This design comes from an exercise in tuning for small area, a short achievable clock period and few clock cycles per item on the open sky130 flow, not from production work. Function not checked in this run: the RTL went through the layout flow alone.

**design/flow/design.v**
```verilog
module csa20_alu (
    input  wire        clk,
    input  wire        rst,           
    input  wire        in_valid,
    output wire        in_ready,
    input  wire [3:0]  in_ctl,
    input  wire [19:0] in_a,
    input  wire [19:0] in_b,
    output reg         out_valid,
    output reg  [39:0] out_result,
    output reg         cc_ov,
    output reg         cc_uf,
    output reg         cc_dz
);
    localparam [3:0] OP_ADD = 4'd0,  OP_SUB = 4'd1,  OP_MUL = 4'd2,  OP_DIV = 4'd3,
                     OP_AND = 4'd4,  OP_OR  = 4'd5,  OP_NOT = 4'd6,  OP_SLL = 4'd7,
                     OP_SRL = 4'd8,  OP_SRA = 4'd9,  OP_SLA = 4'd10, OP_ROL = 4'd11,
                     OP_ROR = 4'd12;
    reg        ready;        
    reg        pend;         
    reg        mrun;         
    reg        drun;         
    reg        dfix;         
    reg        first;        
    reg [3:0]  cnt;          
    reg [3:0]  octl;         
    reg        f_sub;        
    reg        f_cin;        
    reg        f_as;         
    reg [19:0] oa;           
    reg [19:0] ob;           
    reg        bprev;        
    reg        r0;           
    reg        sa, sb;       
    reg        dzero;        
    reg        rred;         
    assign in_ready = ready;
    wire in_mul = (in_ctl == OP_MUL);
    wire in_div = (in_ctl == OP_DIV);
    wire in_sub = (in_ctl == OP_SUB);
    wire in_rot = (in_ctl == OP_ROL) | (in_ctl == OP_ROR);
    wire in_big = (|in_b[19:5]) | (in_b[4] & (in_b[3] | in_b[2]));
    wire [19:0] dx     = in_a ^ {20{in_a[19]}};                  
    wire        m_is1  = (in_b == 20'h00001) | (in_b == 20'hFFFFF);
    wire        q18    = dx[18] & m_is1;                         
    wire [19:0] oa_ld  = in_b ^ {20{in_div & ~in_b[19]}};
    wire [19:0] ob_ld  = in_div ? {dx[17:0], 1'b0, q18} : in_a;
    wire [19:0] hi   = out_result[39:20];
    wire [21:0] oa22 = {{2{oa[19]}}, oa};
    wire        dcin = f_cin;                                    
    wire [18:0] rg = first ? {18'd0, r0} : hi[18:0];
    wire [21:0] w  = {1'b0, rg, ob[19], ob[18]};
    reg  [21:0] ax;
    always @(*) begin
        if (drun)      ax = w;
        else if (dfix) ax = {3'b000, hi[18:0]};
        else           ax = {{2{ob[19]}}, ob};
    end
    wire [21:0] bx = oa22 ^ {22{f_sub}};
    wire [21:0] sx = ax + bx + {21'd0, f_cin};
    wire [21:0] sy = w + {oa22[20:0], dcin} + {21'd0, dcin};
    wire bo0_one = ob[0] ^ bprev;
    wire bo0_two = (ob[1] & ~ob[0] & ~bprev) | (~ob[1] & ob[0] & bprev);
    wire bo0_neg = ob[1];
    wire bo1_one = ob[2] ^ ob[1];
    wire bo1_two = (ob[3] & ~ob[2] & ~ob[1]) | (~ob[3] & ob[2] & ob[1]);
    wire bo1_neg = ob[3];
    wire [21:0] pp0 = (({22{bo0_one}} & oa22) | ({22{bo0_two}} & {oa22[20:0], 1'b0})) ^ {22{bo0_neg}};
    wire [21:0] pp1 = (({22{bo1_one}} & oa22) | ({22{bo1_two}} & {oa22[20:0], 1'b0})) ^ {22{bo1_neg}};
    wire [19:0] acc = first ? 20'd0 : hi;
    wire [23:0] z0 = mrun ? {{4{acc[19]}}, acc}           : {2'b00, w};
    wire [23:0] z1 = mrun ? {{2{pp0[21]}}, pp0}           : {{2{oa22[21]}}, oa22};
    wire [23:0] z2 = mrun ? {pp1, bo1_neg, bo1_neg}        : {oa22[21], oa22, dcin};
    wire        zc = mrun ? bo1_neg : dcin;                  
    wire        zi = mrun ? bo0_neg : dcin;                  
    wire [23:0] zs = z0 ^ z1 ^ z2;
    wire [23:0] zk = {(z0[22:0] & z1[22:0]) | (z0[22:0] & z2[22:0]) | (z1[22:0] & z2[22:0]), zc};
    wire [23:0] sz = zs + zk + {23'd0, zi};
    wire        qh = ~sy[21];
    wire        ql = qh ? ~sz[21] : ~sx[21];
    reg  [18:0] rn;
    always @(*) begin
        case ({qh, ql})
            2'b00:   rn = w[18:0];
            2'b01:   rn = sx[18:0];
            2'b10:   rn = sy[18:0];
            default: rn = sz[18:0];
        endcase
    end
    wire [19:0] rx    = {1'b0, hi[18:0]};
    wire        rx0   = (hi[18:0] == 19'd0);
    wire        tm1   = ((rx ^ oa) == 20'hFFFFF);        
    wire        inv_q = sa ^ sb;
    wire        inc_q = sb & (sa ? tm1 : rx0);
    wire [19:0] q_fix = (ob ^ {20{inv_q}}) + {19'd0, inc_q};
    wire [19:0] r_fix = inc_q ? 20'd0 : ((inv_q ? sx[19:0] : rx) ^ {20{sa}});
    wire c20    = sx[20] ^ ax[20] ^ bx[20];                
    wire b_nz   = |oa;
    wire add_ov = f_sub ? (c20 & b_nz) : c20;
    wire add_uf = $signed(sx) < -22'sd524287;
    wire [5:0]  nsum  = oa[5:2] + oa[9:6] + oa[13:10] + oa[17:14] + {4'd0, oa[19:18]};
    wire [4:0]  nsum2 = nsum[3:0] + {3'd0, nsum[5:4]};
    reg  [2:0]  bj;
    always @(*) begin
        case (nsum2)
            5'd0, 5'd5, 5'd10, 5'd15: bj = 3'd0;
            5'd1, 5'd6, 5'd11, 5'd16: bj = 3'd1;
            5'd2, 5'd7, 5'd12, 5'd17: bj = 3'd2;
            5'd3, 5'd8, 5'd13, 5'd18: bj = 3'd3;
            default:                  bj = 3'd4;
        endcase
    end
    wire [19:0] oa_red = {15'd0, bj, oa[1:0]};             
    wire        sh_left = (octl == OP_SLL) | (octl == OP_SLA) | (octl == OP_ROL);
    wire        sh_big  = (|oa[19:5]) | (oa[4] & (oa[3] | oa[2]));    
    wire [1:0]  sc      = oa[1:0];
    wire [2:0]  sj      = oa[4:2];                           
    wire [1:0]  rc = sh_left ? sc : (2'd0 - sc);
    reg  [2:0]  rj;
    always @(*) begin
        if (sh_left)
            rj = sj;
        else if (sc != 2'd0)
            rj = 3'd4 - sj;
        else
            rj = (sj == 3'd0) ? 3'd0 : (3'd5 - sj);
    end
    reg  [19:0] rot1, rot2;
    always @(*) begin
        case (rc)
            2'd0: rot1 = ob;
            2'd1: rot1 = {ob[18:0], ob[19]};
            2'd2: rot1 = {ob[17:0], ob[19:18]};
            default: rot1 = {ob[16:0], ob[19:17]};
        endcase
        case (rj)
            3'd0: rot2 = rot1;
            3'd1: rot2 = {rot1[15:0], rot1[19:16]};
            3'd2: rot2 = {rot1[11:0], rot1[19:12]};
            3'd3: rot2 = {rot1[7:0],  rot1[19:8]};
            default: rot2 = {rot1[3:0], rot1[19:4]};
        endcase
    end
    reg [19:0] mask_l, mask_r;
    integer i;
    always @(*) begin
        for (i = 0; i < 20; i = i + 1) begin
            mask_l[i] = (i[4:0] >= oa[4:0]);
            mask_r[i] = ({1'b0, i[4:0]} + {1'b0, oa[4:0]} <= 6'd19);
        end
    end
    wire [19:0] sll_r = sh_big ? 20'd0 : (rot2 & mask_l);
    wire [19:0] srl_r = sh_big ? 20'd0 : (rot2 & mask_r);
    wire [19:0] sra_r = sh_big ? {20{ob[19]}} : ((rot2 & mask_r) | (~mask_r & {20{ob[19]}}));
    reg [19:0] sres;
    always @(*) begin
        case (octl)
            OP_ADD, OP_SUB: sres = sx[19:0];
            OP_AND:         sres = ob & oa;
            OP_OR:          sres = ob | oa;
            OP_NOT:         sres = ~ob;
            OP_SLL, OP_SLA: sres = sll_r;
            OP_SRL:         sres = srl_r;
            OP_SRA:         sres = sra_r;
            OP_ROL, OP_ROR: sres = rot2;
            default:        sres = 20'd0;
        endcase
    end
    always @(posedge clk) begin
        if (mrun)
            out_result <= {sz[23:4], sz[3:0], ob[19:4]};
        else if (drun)
            out_result <= {1'b0, rn, sz[3:0], ob[19:4]};
        else if (dfix)
            out_result <= dzero ? 40'd0 : {q_fix, r_fix};
        else
            out_result <= {20'd0, sres};
        if (ready)
            ob <= ob_ld;
        else if (mrun)
            ob <= {sz[3:0], ob[19:4]};
        else if (drun)
            ob <= {ob[17:0], qh, ql};
    end
    always @(posedge clk) begin
        if (rst) begin
            ready     <= 1'b1;
            pend      <= 1'b0;
            mrun      <= 1'b0;
            drun      <= 1'b0;
            dfix      <= 1'b0;
            out_valid <= 1'b0;
            cc_ov     <= 1'b0;
            cc_uf     <= 1'b0;
            cc_dz     <= 1'b0;
        end else begin
            out_valid <= 1'b0;
            pend      <= 1'b0;
            dfix      <= 1'b0;
            if (pend & rred) begin
                rred  <= 1'b0;
                pend  <= 1'b1;
                ready <= 1'b1;
                oa    <= oa_red;
            end else if (pend) begin
                out_valid <= 1'b1;
                if (f_as) begin
                    cc_ov <= add_ov;
                    cc_uf <= add_uf;
                end
            end
            if (mrun) begin
                first <= 1'b0;
                cnt   <= cnt + 4'd1;
                bprev <= ob[3];
                if (cnt == 4'd3) ready <= 1'b1;
                if (cnt == 4'd4) begin
                    mrun      <= 1'b0;
                    out_valid <= 1'b1;
                    cc_ov     <= 1'b0;
                end
            end
            if (drun) begin
                first <= 1'b0;
                cnt   <= cnt + 4'd1;
                if (cnt == 4'd8) begin
                    ready <= 1'b1;
                    drun  <= 1'b0;
                    dfix  <= 1'b1;
                end
            end
            if (dfix) begin
                out_valid <= 1'b1;
                cc_dz     <= dzero;
            end
            if (ready) begin
                oa    <= oa_ld;
                octl  <= in_ctl;
                f_sub <= in_sub;
                f_cin <= in_sub | (in_div & ~in_b[19]);
                f_as  <= (in_ctl == OP_ADD) | in_sub;
                r0    <= dx[18] & ~m_is1;
                sa    <= in_a[19];
                sb    <= in_b[19];
                dzero <= (in_b == 20'd0);
                bprev <= 1'b0;
                first <= 1'b1;
                cnt   <= 4'd0;
                rred  <= in_rot & in_big;
                if (in_valid) begin
                    pend  <= ~in_mul & ~in_div;
                    mrun  <= in_mul;
                    drun  <= in_div;
                    ready <= ~in_mul & ~in_div & ~(in_rot & in_big);
                end
            end
        end
    end
endmodule
```
**design/flow/run.sh**
```bash
#!/bin/bash
# synth_recipe.tcl (not shown) runs the flow's synth.tcl, then flattens the netlist and writes it again
# the make line also repeats each setting of config.mk as NAME=value (left out here)
make -C /OpenROAD-flow-scripts/flow DESIGN_CONFIG=/design/flow/config.mk WORK_HOME=/design/flow/orfs CLKGATE_MAP_FILE= SYNTH_SCRIPT=/design/flow/synth_recipe.tcl finish
```
**design/flow/config.mk**
```make
export PLATFORM = sky130hd
export DESIGN_NAME = csa20_alu
export DESIGN_NICKNAME = csa20_alu
export VERILOG_FILES = /design/flow/design.v
export SDC_FILE = /design/flow/constraint.sdc
export NUM_CORES = 4
export LEC_CHECK = 0
export CAP_MARGIN = 20
export CORE_MARGIN = 2
export CORE_UTILIZATION = 40
export SLEW_MARGIN = 20
```
**design/flow/constraint.sdc**
```tcl
create_clock -name core_clock -period 12.0 [get_ports {clk}]
set_input_delay 2.4000 -clock core_clock [delete_from_list [all_inputs] [get_ports {clk}]]
set_output_delay 2.4000 -clock core_clock [all_outputs]
set_load 0.01 [all_outputs]
```
==> run summary <==
[cell usage after synthesis, drive strengths merged, types with 17 or more instances]
master | count | area (sq um)
xnor2 | 112 | 981
nand2 | 199 | 747
nor4 | 25 | 156
nor2b | 43 | 269
ha | 101 | 1260
dfxtp | 49 | 981
mux2i | 148 | 1480
clkbuf | 161 | 604
a21o | 34 | 255
fa | 37 | 741
o211ai | 55 | 413
edfxtp | 58 | 1740
xor2 | 68 | 596
o21ai | 166 | 846
a21oi | 242 | 1210
nor2 | 182 | 683
a31oi | 26 | 163
buf | 59 | 293
nand4 | 23 | 144
a222oi | 21 | 210
o22ai | 49 | 307
and2 | 31 | 194
a211oi | 58 | 440
nand3 | 36 | 180
nand2b | 30 | 188
nor3 | 45 | 225
maj3 | 18 | 180
inv | 115 | 432
mux2 | 41 | 473
a22oi | 17 | 128
a221oi | 40 | 350
[flip-flops by register name, summed over array words and instances, names as in the netlist, 4 cells and up]
register    cells
cnt             4
oa             20
ob             20
octl            4
out_result     40
[critical path, delay by kind of cell, from the launching register on]
kind / cells / cell delay [ps]
DFF: 1 / 340
AOI/OAI and AO/OA: 10 / 2390
xor gates and xnor gates: 1 / 330
buffers and inverters: 2 / 1250
adders and majority gates: 2 / 1000
and+or+nand+nor: 1 / 370
muxes: 1 / 260
[path summary, 6_finish.rpt]
kind	from	to	cells past startpoint
max	oa[0]	out_result[32]	17
min	cc_ov	cc_ov	2
max reg2reg	oa[0]	out_result[32]	17
min reg2reg	cc_ov	cc_ov	2
[kinds of logic (layout without fill, tap and decap cells)]
logic type | count (synthesis) | count (layout) | share of synthesized area, %
adders and majority gates | 156 | 156 | 11.8
and+or+nand+nor | 671 | 671 | 17.2
muxes | 191 | 191 | 10.8
buffers and inverters | 338 | 294 | 7.26
DFF | 107 | 107 | 14.7
xor gates and xnor gates | 180 | 180 | 8.54
AOI/OAI and AO/OA | 835 | 835 | 29.5
[area by class of cell]
cell class | count | area, sq um
clock buffers | 9 | 225
clock inverters | 7 | 101
fillers | 4682 | 25400
inverters | 118 | 443
multi-input cells | 2033 | 14500
flip-flops and latches | 107 | 2730
well taps | 600 | 751
repair buffers | 160 | 1420
[layer usage]
metal  global-route usage, %  up-vias  share of wire [%]  wire length (um)
met3                    9.95      275                 12             10100
met1                    47.2     9647                 42             35000
li1                        -     9034                  -                 -
met4                    16.3        2                5.6              4710
met5                       0        -              0.016                13
met2                    49.4     1330                 40             33800
[power groups by stage]
stage                     Clock [mW]  Combinational (mW)  Sequential (mW)
after global routing           0.366                2.53            0.494
after global placement             0                2.25            0.495
after floorplan                    0                1.60            0.479
after detailed placement           0                2.28            0.497
final                          0.350                2.37            0.493
after CTS                      0.354                2.29            0.489
==> reports/results.ini <==
[final_layout]
layout_commonest_cell=a21oi_1
fin_util_pct=44.2
stdcell_area_sq_um=20100
antennaDiodeCount=0
nets=2614
layout.cells.non_filler=3034
drive_above_1_share_pct=6.78
area_growth_pct=9.01
mostFrequentLayoutCells=242 x a21oi_1, 199 x nand2_1, 180 x nor2_1

[clock_network]
cts.htree.levels=3
cts_hold_buf=0
cts_tree=yes
cts.sinks=107
cts_setup_buffers=0
cts-resized-gates=0
clockBufferDepth=2
clkTransAtPathRegs_ps=110
root_buffer=clkbuf_16
numCtsBuffers=9
clock_latency_ps=420

[placement]
place_area_sq_um=19800
dpl.hpwl_um=60500
port_buffers=91
dp.cells=3018
gp_congestion=1.04
dp_slack_ps=6150

[critical_path]
crit_slowest_cell=clkinv_1
crit_fanout=41
crit_chain=buf_4 > clkinv_1 > nor3_1 > o32ai_1 > ha_1 > mux2i_1 > o21ai_0 > fa_1 > a211oi_1 > o21ai_0 > a31oi_1 > o21ai_0 > a31o_2 > a21oi_1 > xor2_1 > a221oi_1 > a21o_1
endpoint_kind=flip-flop
cp-start-kind=flip-flop
crit_path_max_incr_delay_ps=760
critPathMostFrequentCell=o21ai_0
worst_ep_required_time_ps=12330
arrival_ps=6340
reg2reg_slack_ps=5980
critical_path_class=flip-flop to flip-flop

[floorplan]
dieHeight_um=219
die_area_sq_um=47900
io_pins=92
fp.coreArea_sq_um=45500
row_count=78
initial_utilization_pct=40.6
die_x_um=219

[power]
power.leakage_nw=7.81
p_comb_share_pct=73.8
power_frac_clock_pct=10.9
finalPower_mw=3.21
power_frac_seq_pct=15.3
switching_share_pct=54.1
peakVddDrop_mv=0.274
power_switching_mw=1.74
powerDensity_nw_per_um2=160
intPower_mw=1.47

[sta]
skew_ps=29.0
finalHoldViolCount=0
final-max-slew-violation-count=0
max_slew_margin_pct=16.8
fmax_ghz=0.166
hold_slack_ps=533
rsz0062_at_grt=false
layout_min_cycle_time_ps=6020
fin_ws_ps=5980
worst_pin_slew_ps=1240
fin_crit_sh_pct=50.1
setup_tns_ps=0
setup_viol=0

[synth]
synth_nets=2663
async_reset_ff_share_pct=0
yosysUniqueCellTypes=91
syn_inst=2478
avgSynthCellArea_sq_um=7.45
synth-seq-area-share_pct=14.7
synth_top_flop_cell=edfxtp_1
synth_area_sq_um=18500
synth_warnings=1
synth-edff-count=58
ys_ff_latch=107

[flow_run]
cap_violations=0

[grt]
antenna_found_initial=2
overflow=0
grt_pass1_vias=18600
grt_first_pass_wirelength_um=124000
grt_start_max_net_pins=78
gr-usage-all-layers_pct=34.4

[status]
status=complete, no violations

[drt]
first_pass_iters=8
vias=20300
avgRoutedWirePerCell_um=27.6
first_iter_violations=2878
via_per_inst=6.69
ant_nets=0
drc_errors=0
finalWirelength_um=83600

[min_path]
min_path_type=flip-flop to flip-flop

## afterwards: timing with drivers on the ports
Ports are ideal in the flow. The routed layout listed here was re-timed in OpenROAD. Step 1, drivers: a clkbuf_16 drives clk and a buf_2 each remaining input, both assumed. Step 2, shift: input delay + t, output delay - t, t = (earliest + latest rising clock arrival at the registers) / 2. This alone moves slack from input paths to output paths. Three values: ideal, step 1, step 2; two values: the first two.
t (ns): 0.455
setup WS [ns]: 5.983 / 5.983 / 5.983
hold slack, ns: 0.533 / 0.533 / 0.533
worst register clock-pin slew, ns: 0.11 / 0.11
worst slew at a driven data input, ns: 0.06
After both steps this run still meets setup and hold. For this run, drivers alone change the setup slack by 0.000 ns; drivers and shift together by 0.000 ns.
